This is an optimization exercise on Yosys and OpenROAD, whose aim is small area, a short achievable clock period and few clock cycles, not a production implementation.
Only simulation tests tie the RTL to the original design; equivalence was not proved.
Power figures rest on the tool's default switching activity, not on a simulated workload.

File: design/flow/config.mk
export PLATFORM = sky130hd
export DESIGN_NAME = freq_ranker
export DESIGN_NICKNAME = freq_ranker
export VERILOG_FILES = /design/flow/design.v
export SDC_FILE = /design/flow/constraint.sdc
export NUM_CORES = 4
export LEC_CHECK = 0
export CAP_MARGIN = 20
export CORE_MARGIN = 2
export CORE_UTILIZATION = 35
export SLEW_MARGIN = 20
File: design/flow/flow/run.sh
#!/bin/bash
set -euo pipefail
export SETUP_SLACK_MARGIN=9.5
bash standard.sh > standard_flow.log 2>&1
File: design/flow/design.v
module freq_ranker (
    input  wire       clk,
    input  wire       rst,         
    input  wire       in_valid,
    input  wire [7:0] in_data,
    input  wire       go,
    output wire       in_ready,
    output wire       out_valid,
    output wire [7:0] out_sym,
    input  wire       out_ready,
    output reg        done,
    output reg        err,
    output reg  [8:0] sym_count
);
    localparam [11:0] IN_CAP = 12'd4095;
    localparam        NS     = 15;         
    reg        busy;                       
    reg        acc_byte_q;                 
    reg        acc_go_q;                   
    reg  [7:0] data_q;                     
    reg [11:0] total;
    reg        full;                       
    reg        ovf;
    reg        rst_q;                      
    assign in_ready = !busy;
    wire acc_byte = in_valid && !busy;
    wire acc_go   = go && !in_valid && !busy;
    wire        inc_q    = acc_byte_q && !full;
    wire        ovf_go   = acc_go_q && ovf;
    wire        clr_all  = rst_q || ovf_go;
    wire [11:0] total_d  = inc_q ? total + 12'd1 : total;
    reg          searching;                
    reg          emitting;                 
    reg          first;                    
    reg          seen;                     
    reg  [7:0]   hb;                       
    reg          fin;                      
    reg          slotph;                   
    reg  [1:0]   chk;                      
    reg          s_hi;                     
    reg          s_ins;                    
    reg          s_ins2;                   
    reg          ins_q;                    
    reg          inv_q;                    
    reg  [7:0]   bsel;                     
    reg  [7:0]   bsel_d;                   
    wire [255:0] cbit;                     
    wire [255:0] dec;                      
    wire [255:0] wrap;                     
    wire [255:0] p_oh;                     
    genvar gi;
    generate
        for (gi = 0; gi < 256; gi = gi + 1) begin : g_cnt
            reg  [7:0] c;
            assign dec[gi] = (data_q == gi);
            always @(posedge clk) begin
                if (clr_all || p_oh[gi])
                    c <= 8'd0;
                else if (inc_q && dec[gi])
                    c <= c + 8'd1;
            end
            assign cbit[gi] = |(c & bsel);
            assign wrap[gi] = dec[gi] && (&c);
        end
    endgenerate
    reg  [NS-1:0] sv;                      
    reg  [7:0]    stag [0:NS-1];
    reg  [3:0]    shi  [0:NS-1];
    reg  [3:0]    nslot;                   
    reg           wrap_q;                  
    reg  [7:0]    wtag_q;                  
    reg  [NS-1:0] ssrch;                   
    reg  [3:0]    sb;                      
    wire [7:0]    cmp_tag = inv_q ? data_q : wtag_q;
    wire [NS-1:0] smatch;
    wire [NS-1:0] ss_bit;
    genvar si;
    generate
        for (si = 0; si < NS; si = si + 1) begin : g_slot
            assign smatch[si] = sv[si] && (stag[si] == cmp_tag);
            assign ss_bit[si] = |(shi[si] & sb);
        end
    endgenerate
    wire          alloc   = wrap_q && !(|smatch);
    wire [NS-1:0] ss_sel  = ssrch & ss_bit;
    wire          ss_any  = |ss_sel;
    reg  [NS-1:0] pk;
    reg  [7:0]    pk_tag;
    integer ti;
    always @(*) begin
        pk     = {NS{1'b0}};
        pk_tag = 8'd0;
        for (ti = NS - 1; ti >= 0; ti = ti - 1)
            if (ssrch[ti]) pk = {{(NS-1){1'b0}}, 1'b1} << ti;
        for (ti = 0; ti < NS; ti = ti + 1)
            if (pk[ti]) pk_tag = pk_tag | stag[ti];
    end
    wire          pk_last = ((ssrch & ~pk) == {NS{1'b0}});
    reg  [255:0] srch;                     
    wire [255:0] s_all  = srch | {256{first}};
    wire [255:0] s_sel  = s_all & cbit;
    wire         s_any  = |s_sel;
    wire         s_last = bsel[0];
    wire         e_ok;
    wire [7:0]   p_idx;
    wire         p_any;
    wire         p_two;
    prio256 u_prio (.v(srch), .en(e_ok), .any(p_any), .two(p_two), .idx(p_idx), .oh(p_oh));
    reg        h_v;
    reg  [7:0] h_sym;
    reg        s_v;
    reg  [7:0] s_sym;
    assign out_valid = h_v;
    assign out_sym   = h_sym;
    assign     e_ok    = emitting && !s_v;
    wire       emit    = e_ok && p_any;
    wire       lvl_end = emit && !p_two;         
    wire       pop     = h_v && out_ready;
    wire       chk_go  = (chk == 2'd1);
    wire       hi_go   = chk_go && (|sv);
    wire       main_go = chk_go && !(|sv);
    reg [7:0] lead8;
    integer li;
    always @(*) begin
        lead8 = 8'd1;
        for (li = 1; li < 12; li = li + 1)
            if (total_d[li]) lead8 = (li >= 7) ? 8'h80 : (8'd1 << li);
    end
    always @(*) begin
        if (searching && !s_last)
            bsel_d = bsel >> 1;
        else if (emitting && !slotph)
            bsel_d = hb;
        else if (emitting || slotph)
            bsel_d = 8'h80;
        else
            bsel_d = bsel;
    end
    wire finish = fin && !s_v && (!h_v || out_ready);
    always @(posedge clk) begin
        if (!busy)
            srch <= {256{1'b1}};
        else if (hi_go)
            srch <= 256'd0;
        else if (ins_q)
            srch <= srch | dec;
        else if (emitting)
            srch <= srch & ~p_oh;
        else if (searching)
            srch <= s_any ? s_sel : s_all;
    end
    integer sj;
    always @(posedge clk) begin
        wrap_q <= inc_q && (|wrap) && !clr_all;
        wtag_q <= data_q;
        if (clr_all) begin
            sv    <= {NS{1'b0}};
            nslot <= 4'd0;
        end else begin
            for (sj = 0; sj < NS; sj = sj + 1) begin
                if (wrap_q && smatch[sj])
                    shi[sj] <= shi[sj] + 4'd1;
                if (!sv[sj] && nslot == sj) begin
                    stag[sj] <= wtag_q;
                    shi[sj]  <= 4'd1;
                end
            end
            if (alloc) begin
                sv[nslot] <= 1'b1;
                nslot     <= nslot + 4'd1;
            end
            if (inv_q)
                sv <= sv & ~smatch;
            if (finish)
                nslot <= 4'd0;
        end
    end
    always @(posedge clk)
        rst_q <= rst;
    always @(posedge clk) begin
        if (rst) begin
            busy       <= 1'b0;
            acc_byte_q <= 1'b0;
            acc_go_q   <= 1'b0;
            total      <= 12'd0;
            full       <= 1'b0;
            ovf        <= 1'b0;
            searching  <= 1'b0;
            emitting   <= 1'b0;
            first      <= 1'b0;
            seen       <= 1'b0;
            fin        <= 1'b0;
            slotph     <= 1'b0;
            chk        <= 2'd0;
            s_hi       <= 1'b0;
            s_ins      <= 1'b0;
            s_ins2     <= 1'b0;
            ins_q      <= 1'b0;
            inv_q      <= 1'b0;
            h_v        <= 1'b0;
            s_v        <= 1'b0;
            done       <= 1'b0;
            err        <= 1'b0;
            sym_count  <= 9'd0;
            bsel       <= 8'd1;
        end else begin
            acc_byte_q <= acc_byte;
            acc_go_q   <= acc_go;
            ins_q      <= s_ins;
            inv_q      <= emit && slotph;
            if (!busy)
                data_q <= in_data;
            else if (s_ins)
                data_q <= pk_tag;
            else
                data_q <= p_idx;
            if (acc_byte || acc_go)
                done <= 1'b0;
            if (acc_go)
                busy <= 1'b1;
            if (!busy) begin
                total <= total_d;
                full  <= (total_d == IN_CAP);
                if (acc_byte_q && full)
                    ovf <= 1'b1;
            end
            bsel <= busy ? bsel_d : lead8;
            if (acc_go_q) begin
                err       <= ovf;
                sym_count <= 9'd0;
                total     <= 12'd0;
                full      <= 1'b0;
                ovf       <= 1'b0;
                if (ovf) begin
                    done <= 1'b1;
                    busy <= 1'b0;
                end else if ((|sv) || wrap_q) begin
                    slotph <= 1'b1;
                    chk    <= 2'd1;
                end else begin
                    searching <= 1'b1;
                end
            end
            if (chk != 2'd0)
                chk <= chk - 2'd1;
            if (hi_go) begin
                s_hi  <= 1'b1;
                ssrch <= sv;
                sb    <= 4'b1000;
            end
            if (main_go) begin
                slotph    <= 1'b0;
                searching <= 1'b1;
                first     <= 1'b1;
            end
            if (s_hi) begin
                if (ss_any)
                    ssrch <= ss_sel;
                if (sb[0]) begin
                    s_hi  <= 1'b0;
                    s_ins <= 1'b1;
                end else begin
                    sb <= sb >> 1;
                end
            end
            if (s_ins) begin
                ssrch <= ssrch & ~pk;
                if (pk_last) begin
                    s_ins  <= 1'b0;
                    s_ins2 <= 1'b1;
                end
            end
            if (s_ins2) begin
                s_ins2    <= 1'b0;
                searching <= 1'b1;
            end
            if (searching) begin
                first <= 1'b0;
                if (s_any && !seen) begin
                    hb   <= bsel;
                    seen <= 1'b1;
                end
                if (s_last) begin
                    searching <= 1'b0;
                    seen      <= 1'b0;
                    if (slotph || seen || s_any) emitting <= 1'b1;
                    else                         fin      <= 1'b1;
                end
            end
            if (lvl_end) begin
                emitting <= 1'b0;
                if (slotph) begin
                    chk <= 2'd2;
                end else begin
                    searching <= 1'b1;
                    first     <= 1'b1;
                end
            end
            if (emit)
                sym_count <= sym_count + 9'd1;
            if (s_v) begin
                if (pop) begin
                    h_sym <= s_sym;
                    s_v   <= 1'b0;
                end
            end else if (emit) begin
                if (!h_v || pop) begin
                    h_v   <= 1'b1;
                    h_sym <= p_idx;
                end else begin
                    s_v   <= 1'b1;
                    s_sym <= p_idx;
                end
            end else if (pop) begin
                h_v <= 1'b0;
            end
            if (finish) begin
                fin  <= 1'b0;
                done <= 1'b1;
                busy <= 1'b0;
            end
        end
    end
endmodule
module prio256 (
    input  wire [255:0] v,
    input  wire         en,
    output wire         any,
    output wire         two,
    output wire [7:0]   idx,
    output wire [255:0] oh
);
    wire [255:0] a  [0:8];
    wire [255:0] t  [0:8];
    wire [7:0]   ix [0:8][0:255];
    wire [255:0] e  [0:8];
    genvar l, j;
    generate
        for (j = 0; j < 256; j = j + 1) begin : g_leaf
            assign a[0][j]  = v[j];
            assign t[0][j]  = 1'b0;
            assign ix[0][j] = 8'd0;
        end
        for (l = 1; l <= 8; l = l + 1) begin : g_up
            for (j = 0; j < (256 >> l); j = j + 1) begin : g_node
                wire al = a[l-1][2*j];
                wire ar = a[l-1][2*j+1];
                assign a[l][j]  = al | ar;
                assign t[l][j]  = t[l-1][2*j] | t[l-1][2*j+1] | (al & ar);
                assign ix[l][j] = al ? ix[l-1][2*j] : (ix[l-1][2*j+1] | (8'd1 << (l-1)));
            end
            for (j = (256 >> l); j < 256; j = j + 1) begin : g_pad
                assign a[l][j]  = 1'b0;
                assign t[l][j]  = 1'b0;
                assign ix[l][j] = 8'd0;
            end
        end
        assign e[8][0] = en;
        for (j = 1; j < 256; j = j + 1) begin : g_en8
            assign e[8][j] = 1'b0;
        end
        for (l = 8; l >= 1; l = l - 1) begin : g_down
            for (j = 0; j < (256 >> l); j = j + 1) begin : g_node
                assign e[l-1][2*j]   = e[l][j];
                assign e[l-1][2*j+1] = e[l][j] & ~a[l-1][2*j];
            end
            for (j = (256 >> (l-1)); j < 256; j = j + 1) begin : g_pad
                assign e[l-1][j] = 1'b0;
            end
        end
    endgenerate
    assign any = a[8][0];
    assign two = t[8][0];
    assign idx = ix[8][0];
    assign oh  = v & e[0];
endmodule
File: design/flow/standard.sh
#!/bin/bash
# synth_recipe.tcl (not shown) runs the flow's synth.tcl, then flattens the netlist and writes it again
# the make line also repeats each setting of config.mk as NAME=value (left out here)
make -C /OpenROAD-flow-scripts/flow DESIGN_CONFIG=/design/flow/config.mk WORK_HOME=/design/flow/orfs CLKGATE_MAP_FILE= SYNTH_SCRIPT=/design/flow/synth_recipe.tcl "${@:-finish}"
File: design/flow/constraint.sdc
create_clock -name core_clock -period 14.0 [get_ports {clk}]
set_input_delay 2.8000 -clock core_clock [delete_from_list [all_inputs] [get_ports {clk}]]
set_output_delay 2.8000 -clock core_clock [all_outputs]
set_load 0.01 [all_outputs]
==> flow_summary_export.csv, run 1 <==
group,metric,value,unit
status,status,"no timing/DRC/antenna violations",
clocking,cts-htree-levels,5,
die,ios,34,
die,die-area,400000,um2
detailed_routing,routedWlPerCell,40.5,um
detailed_routing,dr_total_vias,152000,
synthesis,async_flop_share,0,%
grt,grt_pass1_vias,131000,
die,coreArea,393000,um2
clocking,cts_tree,"yes",
die,rows,230,
synthesis,ys_warn_count,4,
timing,rsz0062_at_grt,"yes",
die,initial_utilization,35.2,%
timing,holdWs,0.459,ns
timing,fin_crit_sh,34.6,%
pwr,ir_drop,0.0940,mV
synthesis,syn_area,138000,um2
layout,nets,17800,
detailed_routing,drc,0,
layout,multi_input_area,82200,um2
detailed_routing,ant_nets,0,
layout,design_area,166000,um2
setup_path,crit_path_top_delay_cell,"edfxtp_1",
clocking,clkLatencyLatePin,1.07,ns
grt,grt_remaining_overflow,0,
clocking,cts_hold_buf,0,
pwr,p_per_area,107,nW/um2
timing,fin_skew,0.105,ns
detailed_routing,wirelength,936000,um
synthesis,syn_nets,17300,
detailed_routing,avgViaCountPerCell,6.56,
synthesis,synth-edff-count,231,
pwr,finalPower,17.8,mW
timing,fmax,206,MHz
synthesis,ys_seq_elements,2615,
flow_run,drv_cap,0,
detailed_routing,wl_met3,122000,um
synthesis,seq_area_frac_synth,39.6,%
timing,setup_ws,9.15,ns
setup_path,arrival,5.75,ns
timing,tightest_slew,1.31,ns
detailed_routing,dr.max_layer_used,"met5",
detailed_routing,dr_wl_met2,363000,um
setup_path,worstPathCellList,"buf_6, nand2b_1, nor2_4, buf_4, nand4_1, o22ai_1, nor4_2, buf_4, nand4_1, nor4_2, nand3_1, o311a_1",
place,dp_hpwl,672000,um
clocking,clock_path_buffers,4,
timing,fin_setup_tns,0,ns
setup_path,crit_type,"flip-flop to flip-flop",
detailed_routing,drt_iter0_markers,24100,
synthesis,avgSynthCellArea,8.11,um2
timing,slew_headroom,12.9,%
place,gp_congestion,1.12,
setup_path,endpoint_kind,"flip-flop",
setup_path,required,14.90,ns
setup_path,cp_max_fo,16,
synthesis,ys_types,103,
pwr,power.leakage,59.5,nW
clocking,cts_root_buf,"clkbuf_16",
grt,grt_max_degree,115,
layout,regArea,54700,um2
clocking,numClockSinks,2615,
place,port_buffers,33,
layout,drive_gt1_share,12.2,%
timing,setup_viol,0,
setup_path,start_kind,"flip-flop",
hold_path,hold_path.class,"flip-flop to flip-flop",
detailed_routing,met1Wirelength,362000,um
die,die_h,632,um
grt,grt_usage,44.3,%
grt,antenna_found_initial,198,
detailed_routing,first_pass_iters,10,
layout,final_common_cell,"nor2_1",
timing,period_needed,4.85,ns
die,fp.dieW,632,um
clocking,cts_made_buffers,312,
timing,hold_viol,0,
layout,syn_to_final_growth,20.6,%
layout,layout_common_cells,"2,562 x nor2_1, 2,366 x dfxtp_1, 1,480 x nand2_1",
place,place_ws,6.41,ns
timing,maxSlewViolCount,0,
place,dpl_cell_area,148000,um2
grt,grt_pass1_wl,1210000,um
clocking,clk_pin_slew,0.06,ns
synthesis,netlist_instances,17000,
setup_path,slowest_delay,0.61,ns
synthesis,synth_top_flop_cell,"dfxtp_1",
layout,fill_cells,39400,
critical path: cells and delay by family, from the launching register on:
family / cells / cell delay (ns)
simple gates: 7 / 2.52
flops: 1 / 0.61
compound gates: 2 / 0.60
buf+inv: 3 / 0.95
logic make-up after synthesis:
family	share of synthesized area (%)
multiplexers	0.105
buffers and inverters	3.19
XOR/XNOR	11.4
AND/OR/NAND/NOR	24.3
adder cells (fa/ha/maj)	2.55
AO/OA/AOI/OAI	18.9
flip-flops	39.6
Yosys cell counts, types with 100 or more instances:
cell type     n  share of area, %
inv_1       176              0.48
ha_1        279               2.5
xnor2_1     470               3.0
nand2_1    1529               4.2
nand3_1     346               1.3
nor3_1      145              0.53
edfxtp_1    231               5.0
a21oi_1    1020               3.7
xor2_1     1326               8.4
clkbuf_1    800               2.2
and3_1      437               2.0
a22oi_1    1189               6.5
nor2_1     2624               7.1
o22ai_1     115              0.52
nand4_1    1262               5.7
o21ai_1     108              0.39
buf_1       100              0.27
nor4_1      174              0.79
o211ai_1    222               1.2
or3_1       312               1.4
dfxtp_1    2384                35
o21ai_0     946               3.4
routing by layer:
| metal | vias to the layer above | GRT usage [%] |
|---|---|---|
| met5 | - | 0 |
| met4 | 54 | 35.1 |
| met3 | 2693 | 15.4 |
| met2 | 11500 | 60.2 |
| met1 | 74300 | 56.5 |
| li1 | 63200 | - |
layout make-up:
class	count	area share, %
timing repair buffer	1149	6.96
tap	5220	3.92
inverter	180	0.408
multi-input combinational	13300	49.4
sequential	2615	32.9
antenna	125	0.188
clock inverter	120	0.891
clock buffer	443	5.41
timing repair:
item | in CTS | in global routing
cloned | 25 | 20
hold endpoints to repair | 0 | 0
resized for setup | 427 | 167
setup endpoints to repair | 1786 | 622
buffers inserted | 253 | 150
pin swaps | 157 | 61
path summary, 6_finish.rpt:
kind | from | endpoint | slack (ns) | depth (start not counted)
worst max-delay path | data_q[2] | wrap_q | 9.15 | 12
worst min-delay path | sym_count[8] | sym_count[8] | 0.46 | 1
worst max register to register | data_q[2] | wrap_q | 9.15 | 12
worst min register to register | sym_count[8] | sym_count[8] | 0.46 | 1
metrics by stage:
step           util (%)  std cells
2_1_floorplan         -      17000
3_3_place_gp       37.6      22000
3_5_place_dp       37.6      22000
4_1_cts            41.7      22800
5_1_grt            42.3      23000
6_report           42.4      23100
sequential cells by signal, indices dropped and copies added (netlist names), 9 cells and up:
register,flops
sv,15
stag,120
srch,256
shi,60
g_cnt.c,2048
sym_count,9
total,12
ssrch,15
power by group:
group          internal [mW]  switching, mW  total, mW
Clock                   4.89           3.71       8.60
Combinational          0.331           1.20       1.53
Sequential              7.58         0.0810       7.66
Testbench counts, summed over its fixed seeds: cycles 74,260.
==> run 2, diff against run 1 <==
--- a/design/flow/design.v
+++ b/design/flow/design.v
@@ -34,6 +34,7 @@
     reg          first;                    
     reg          seen;                     
     reg  [7:0]   hb;                       
+    reg          more;                     
     reg          fin;                      
     reg          slotph;                   
     reg  [1:0]   chk;                      
@@ -44,7 +45,7 @@
     reg          inv_q;                    
     reg  [7:0]   bsel;                     
     reg  [7:0]   bsel_d;                   
-    wire [255:0] cbit;                     
+    reg  [255:0] cbit;                     
     wire [255:0] dec;                      
     wire [255:0] wrap;                     
     wire [255:0] p_oh;                     
@@ -59,7 +60,8 @@
                 else if (inc_q && dec[gi])
                     c <= c + 8'd1;
             end
-            assign cbit[gi] = |(c & bsel);
+            always @(posedge clk)
+                cbit[gi] <= |(c & bsel_d) && !p_oh[gi];
             assign wrap[gi] = dec[gi] && (&c);
         end
     endgenerate
@@ -67,6 +69,8 @@
     reg  [7:0]    stag [0:NS-1];
     reg  [3:0]    shi  [0:NS-1];
     reg  [3:0]    nslot;                   
+    reg  [15:0]   wrap_g;                  
+    reg  [7:0]    wtag_g;                  
     reg           wrap_q;                  
     reg  [7:0]    wtag_q;                  
     reg  [NS-1:0] ssrch;                   
@@ -130,7 +134,7 @@
         if (searching && !s_last)
             bsel_d = bsel >> 1;
         else if (emitting && !slotph)
-            bsel_d = hb;
+            bsel_d = more ? hb : (hb >> 1);
         else if (emitting || slotph)
             bsel_d = 8'h80;
         else
@@ -151,8 +155,11 @@
     end
     integer sj;
     always @(posedge clk) begin
-        wrap_q <= inc_q && (|wrap) && !clr_all;
-        wtag_q <= data_q;
+        for (sj = 0; sj < 16; sj = sj + 1)
+            wrap_g[sj] <= inc_q && (|wrap[16*sj +: 16]) && !clr_all;
+        wtag_g <= data_q;
+        wrap_q <= (|wrap_g) && !clr_all;
+        wtag_q <= wtag_g;
         if (clr_all) begin
             sv    <= {NS{1'b0}};
             nslot <= 4'd0;
@@ -234,9 +241,9 @@
                 if (ovf) begin
                     done <= 1'b1;
                     busy <= 1'b0;
-                end else if ((|sv) || wrap_q) begin
+                end else if ((|sv) || wrap_q || (|wrap_g)) begin
                     slotph <= 1'b1;
-                    chk    <= 2'd1;
+                    chk    <= 2'd2;
                 end else begin
                     searching <= 1'b1;
                 end
@@ -279,7 +286,10 @@
                 if (s_any && !seen) begin
                     hb   <= bsel;
                     seen <= 1'b1;
+                    more <= 1'b0;
                 end
+                if (s_any && seen)
+                    more <= 1'b1;
                 if (s_last) begin
                     searching <= 1'b0;
                     seen      <= 1'b0;
@@ -291,6 +301,8 @@
                 emitting <= 1'b0;
                 if (slotph) begin
                     chk <= 2'd2;
+                end else if (hb[0] && !more) begin
+                    fin <= 1'b1;
                 end else begin
                     searching <= 1'b1;
                     first     <= 1'b1;
@@ -330,47 +342,47 @@
     output wire [7:0]   idx,
     output wire [255:0] oh
 );
-    wire [255:0] a  [0:8];
-    wire [255:0] t  [0:8];
-    wire [7:0]   ix [0:8][0:255];
-    wire [255:0] e  [0:8];
-    genvar l, j;
+    wire [15:0] g;                         
+    wire [15:0] g2;                        
+    wire [15:0] lo [0:15];                 
+    wire [3:0]  li [0:15];                 
+    genvar k, i;
     generate
-        for (j = 0; j < 256; j = j + 1) begin : g_leaf
-            assign a[0][j]  = v[j];
-            assign t[0][j]  = 1'b0;
-            assign ix[0][j] = 8'd0;
+        for (k = 0; k < 16; k = k + 1) begin : g_grp
+            wire [15:0] x = v[16*k +: 16];
+            wire [15:0] pre;               
+            assign pre[0] = 1'b0;
+            for (i = 1; i < 16; i = i + 1) begin : g_pre
+                assign pre[i] = |x[i-1:0];
+            end
+            assign lo[k] = x & ~pre;
+            assign g[k]  = |x;
+            assign g2[k] = |(x & pre);
+            assign li[k] = {|(lo[k] & 16'hFF00), |(lo[k] & 16'hF0F0),
+                            |(lo[k] & 16'hCCCC), |(lo[k] & 16'hAAAA)};
         end
-        for (l = 1; l <= 8; l = l + 1) begin : g_up
-            for (j = 0; j < (256 >> l); j = j + 1) begin : g_node
-                wire al = a[l-1][2*j];
-                wire ar = a[l-1][2*j+1];
-                assign a[l][j]  = al | ar;
-                assign t[l][j]  = t[l-1][2*j] | t[l-1][2*j+1] | (al & ar);
-                assign ix[l][j] = al ? ix[l-1][2*j] : (ix[l-1][2*j+1] | (8'd1 << (l-1)));
-            end
-            for (j = (256 >> l); j < 256; j = j + 1) begin : g_pad
-                assign a[l][j]  = 1'b0;
-                assign t[l][j]  = 1'b0;
-                assign ix[l][j] = 8'd0;
-            end
-        end
-        assign e[8][0] = en;
-        for (j = 1; j < 256; j = j + 1) begin : g_en8
-            assign e[8][j] = 1'b0;
+    endgenerate
+    wire [15:0] gpre;                      
+    assign gpre[0] = 1'b0;
+    generate
+        for (k = 1; k < 16; k = k + 1) begin : g_gpre
+            assign gpre[k] = |g[k-1:0];
         end
-        for (l = 8; l >= 1; l = l - 1) begin : g_down
-            for (j = 0; j < (256 >> l); j = j + 1) begin : g_node
-                assign e[l-1][2*j]   = e[l][j];
-                assign e[l-1][2*j+1] = e[l][j] & ~a[l-1][2*j];
-            end
-            for (j = (256 >> (l-1)); j < 256; j = j + 1) begin : g_pad
-                assign e[l-1][j] = 1'b0;
-            end
+    endgenerate
+    wire [15:0] gf = g & ~gpre;            
+    reg [3:0] lidx;
+    integer j;
+    always @(*) begin
+        lidx = 4'd0;
+        for (j = 0; j < 16; j = j + 1)
+            if (gf[j]) lidx = lidx | li[j];
+    end
+    generate
+        for (k = 0; k < 16; k = k + 1) begin : g_oh
+            assign oh[16*k +: 16] = lo[k] & {16{en && gf[k]}};
         end
     endgenerate
-    assign any = a[8][0];
-    assign two = t[8][0];
-    assign idx = ix[8][0];
-    assign oh  = v & e[0];
+    assign any = |g;
+    assign two = (|(g & gpre)) || (|g2);
+    assign idx = {|(gf & 16'hFF00), |(gf & 16'hF0F0), |(gf & 16'hCCCC), |(gf & 16'hAAAA), lidx};
 endmodule
==> run 2 against run 1 <==
Still clean on timing, DRC and antenna. Global-route usage decreased by 11 points. Synthesized area grew 9.8%. Hold slack worse by 0.13 ns. Core utilization fell by 2.4 points.
==> flow_summary_export.csv, run 2 <==
group,metric,value,unit
pwr,power.leakage,60.5,nW
synthesis,ys_warn_count,4,
synthesis,synth_area_leaders,"dfxtp_1 35%, xor2_1 7.7%, nor2_1 6.9%",
layout,nets,18400,
synthesis,post-synth-top-area-cell,"dfxtp_1",
timing,tightest_slew,1.33,ns
die,die_h,662,um
timing,setup_viol,0,
grt,antenna_found_initial,135,
timing,period_needed,4.82,ns
setup_path,arrival,5.55,ns
layout,layout_common_cells,"2,785 x nor2_1, 2,645 x dfxtp_1, 1,829 x nand2_1",
synthesis,synth_common_cells,"2,801 x nor2_1, 2,664 x dfxtp_1, 1,869 x nand2_1, 1,338 x xor2_1, 1,065 x nand4_1",
clocking,cts-htree-levels,5,
synthesis,ys_types,100,
synthesis,yosysMostFrequentCell,"nor2_1",
synthesis,netlist.area_leader.share,35.2,%
grt,grt_max_degree,135,
clocking,clk_pin_slew,0.06,ns
detailed_routing,wirelength,774000,um
place,place_ws,8.11,ns
grt,grt_pass1_vias,136000,
synthesis,async_flop_share,0,%
layout,drive_gt1_share,7.59,%
setup_path,endpoint_kind,"flip-flop",
layout,regMostFlops,"g_cnt.c",
synthesis,ys_seq_elements,2896,
die,rows,241,
synthesis,syn_nets,18600,
timing,rsz0062_at_grt,"yes",
detailed_routing,ant_nets,0,
layout,syn_to_final_growth,13.7,%
clocking,cts_tree,"yes",
detailed_routing,first_pass_iters,8,
timing,hold_viol,0,
die,die-area,439000,um2
clocking,numClockSinks,2896,
timing,maxSlewViolCount,0,
flow_run,drv_cap,0,
timing,slew_headroom,10.3,%
grt,grt_usage,33.8,%
synthesis,seq_area_frac_synth,39.8,%
synthesis,avgSynthCellArea,8.27,um2
clocking,cts_root_buf,"clkbuf_16",
timing,fmax,207,MHz
setup_path,crit_type,"flip-flop to flip-flop",
clocking,clkLatencyLatePin,1.02,ns
layout,fill_cells,43700,
die,initial_utilization,35.2,%
timing,fin_setup_tns,0,ns
synthesis,synth_top_flop_cell,"dfxtp_1",
layout,regArea,60300,um2
layout,largest_register_ffs,2048,
layout,multi_input_area,88300,um2
timing,fin_skew,0.101,ns
layout,final_common_cell,"nor2_1",
die,fp.dieW,662,um
setup_path,cp_max_fo,13,
detailed_routing,drc,0,
detailed_routing,drt_iter0_markers,20600,
hold_path,hold_path.class,"flip-flop to flip-flop",
grt,grt_remaining_overflow,0,
setup_path,start_kind,"flip-flop",
pwr,p_per_area,111,nW/um2
detailed_routing,avgViaCountPerCell,6.31,
grt,grt_pass1_wl,1070000,um
synthesis,netlist_instances,18300,
place,dp_hpwl,553000,um
detailed_routing,routedWlPerCell,32.1,um
synthesis,syn_area,152000,um2
place,port_buffers,33,
timing,fin_crit_sh,34.5,%
place,gp_congestion,1.14,
die,ios,34,
die,coreArea,431000,um2
layout,largestRegisters,"g_cnt.c: 2048 flops, cbit: 256 flops, srch: 256 flops",
pwr,ir_drop,0.0912,mV
timing,setup_ws,9.18,ns
setup_path,required,14.73,ns
clocking,cts_hold_buf,0,
clocking,cts_made_buffers,337,
detailed_routing,dr_total_vias,152000,
clocking,clock_path_buffers,4,
status,status,"no timing/DRC/antenna violations",
synthesis,synth-edff-count,232,
run 2: changes by cell type in the layout (fill, tap and decap cells not counted), moves of 174 or more:
cell,previous run,this run
nand3_1,320,494
nor2_1,2562,2785
a22oi_1,1131,341
nor4_1,100,356
dfxtp_1,2366,2645
a221oi_1,42,452
nand2_1,1480,1829
o21ai_0,936,653
buf_4,893,426
a22o_1,21,455
nand4_1,1262,1065
a21oi_1,1014,674
run 2: cell type report:
cell class | count | share of cell area [%]
Tap cell | 5710 | 4.14
Antenna cell | 78 | 0.113
Clock buffer | 480 | 5.71
Clock inverter | 133 | 1.10
Timing Repair Buffer | 509 | 2.46
Inverter | 108 | 0.248
Sequential cell | 2896 | 35.0
Multi-Input combinational cell | 14200 | 51.2
run 2: worst max-delay path: stages, from the launching register on:
cell and delay (ns):
dfxtp_1 0.77, nor4_1 0.24, nand4_1 0.36, o21ai_0 0.40
o31ai_4 0.76, nand4_1 0.80, a22oi_1 0.39, nand3_1 0.38
mux2_2 0.42
run 2: kinds of logic after synthesis:
kind of cell / count (synthesis) / synth area share (%)
flip-flops: 2896 / 39.8
AO/OA/AOI/OAI: 3942 / 18.3
buffers and inverters: 1217 / 3.05
adder cells (fa/ha/maj): 285 / 2.34
AND/OR/NAND/NOR: 8073 / 25.3
multiplexers: 48 / 0.332
XOR/XNOR: 1880 / 10.9
run 2: worst paths after layout:
path         slack (ns)  depth (start not counted)   endpoint       from
max                9.18                          8   h_sym[1]  srch[214]
min                0.33                          0  wtag_q[1]  wtag_g[1]
max reg2reg        9.18                          8   h_sym[1]  srch[214]
min reg2reg        0.33                          0  wtag_q[1]  wtag_g[1]
run 2: layer usage:
metal | vias to the layer above | track usage [%] | wire length, um
met1 | 74000 | 44.4 | 314000
met3 | 2154 | 9.18 | 85700
met2 | 9136 | 48.9 | 318000
li1 | 66900 | - | -
met5 | - | 0 | 442
met4 | 66 | 21.0 | 56300
run 2: report_power, final:
group | switching, mW | internal [mW]
sequential | 0.117 | 8.38
clock | 3.89 | 5.56
combinational | 0.985 | 0.275
run 2: metrics by stage:
| step | util (%) | cell area, um2 | cells | hold slack (ns) | power (mW) |
|---|---|---|---|---|---|
| after floorplan | - | 152000 | 18300 | 0.310 | 9.24 |
| after global placement | 36.9 | 159000 | 23400 | 0.311 | 9.84 |
| after detailed placement | 36.9 | 159000 | 23400 | 0.312 | 9.83 |
| after CTS | 39.8 | 172000 | 24100 | 0.326 | 19.2 |
| after global routing | 39.9 | 172000 | 24100 | 0.333 | 19.6 |
| final | 40.0 | 172000 | 24100 | 0.326 | 19.2 |
run 2: timing repair:
action | 4_1_cts | 5_1_grt
pin swaps | 12 | 8
setup endpoints to repair | 1801 | 626
resized for setup | 185 | 65
buffers inserted | 37 | 10
cloned | 3 | 1
Testbench counts of run 2, summed over its fixed seeds: cycles 74,031.

afterwards: timing with drivers on the ports:
In the flow no input, the clock included, has a driving cell. The finished layouts below were timed again as built, in two steps. Step 1 (the two cells are an assumption about what drives the block):
set clk [get_ports {clk}]
set_driving_cell -lib_cell sky130_fd_sc_hd__clkbuf_16 $clk
set_driving_cell -lib_cell sky130_fd_sc_hd__buf_2 [delete_from_list [all_inputs] $clk]
Step 2 adds t to the input delays and takes it off the output delays; t is the mean of the earliest and latest rising clock arrival at the registers after step 1. Input paths then give back, and output paths get back, about the clock's delay inside the block. Three values: ideal ports, drivers, drivers and shift; two values: the first two.
run	shift t [ns]	slack for setup (ns)	worst setup path at the end	clock arrival spread, ns	worst register clock-pin slew, ns
run 1	1.153	9.152 / 9.152 / 8.973	input to register	0.105 / 0.105	0.08 / 0.08
run 2	1.095	9.176 / 9.176 / 9.095	input to register	0.103 / 0.103	0.08 / 0.08
After both steps every run listed still meets setup and hold. The setup slack of run 1, which loses most, moves by 0.000 ns with the drivers and by -0.179 ns with both steps.
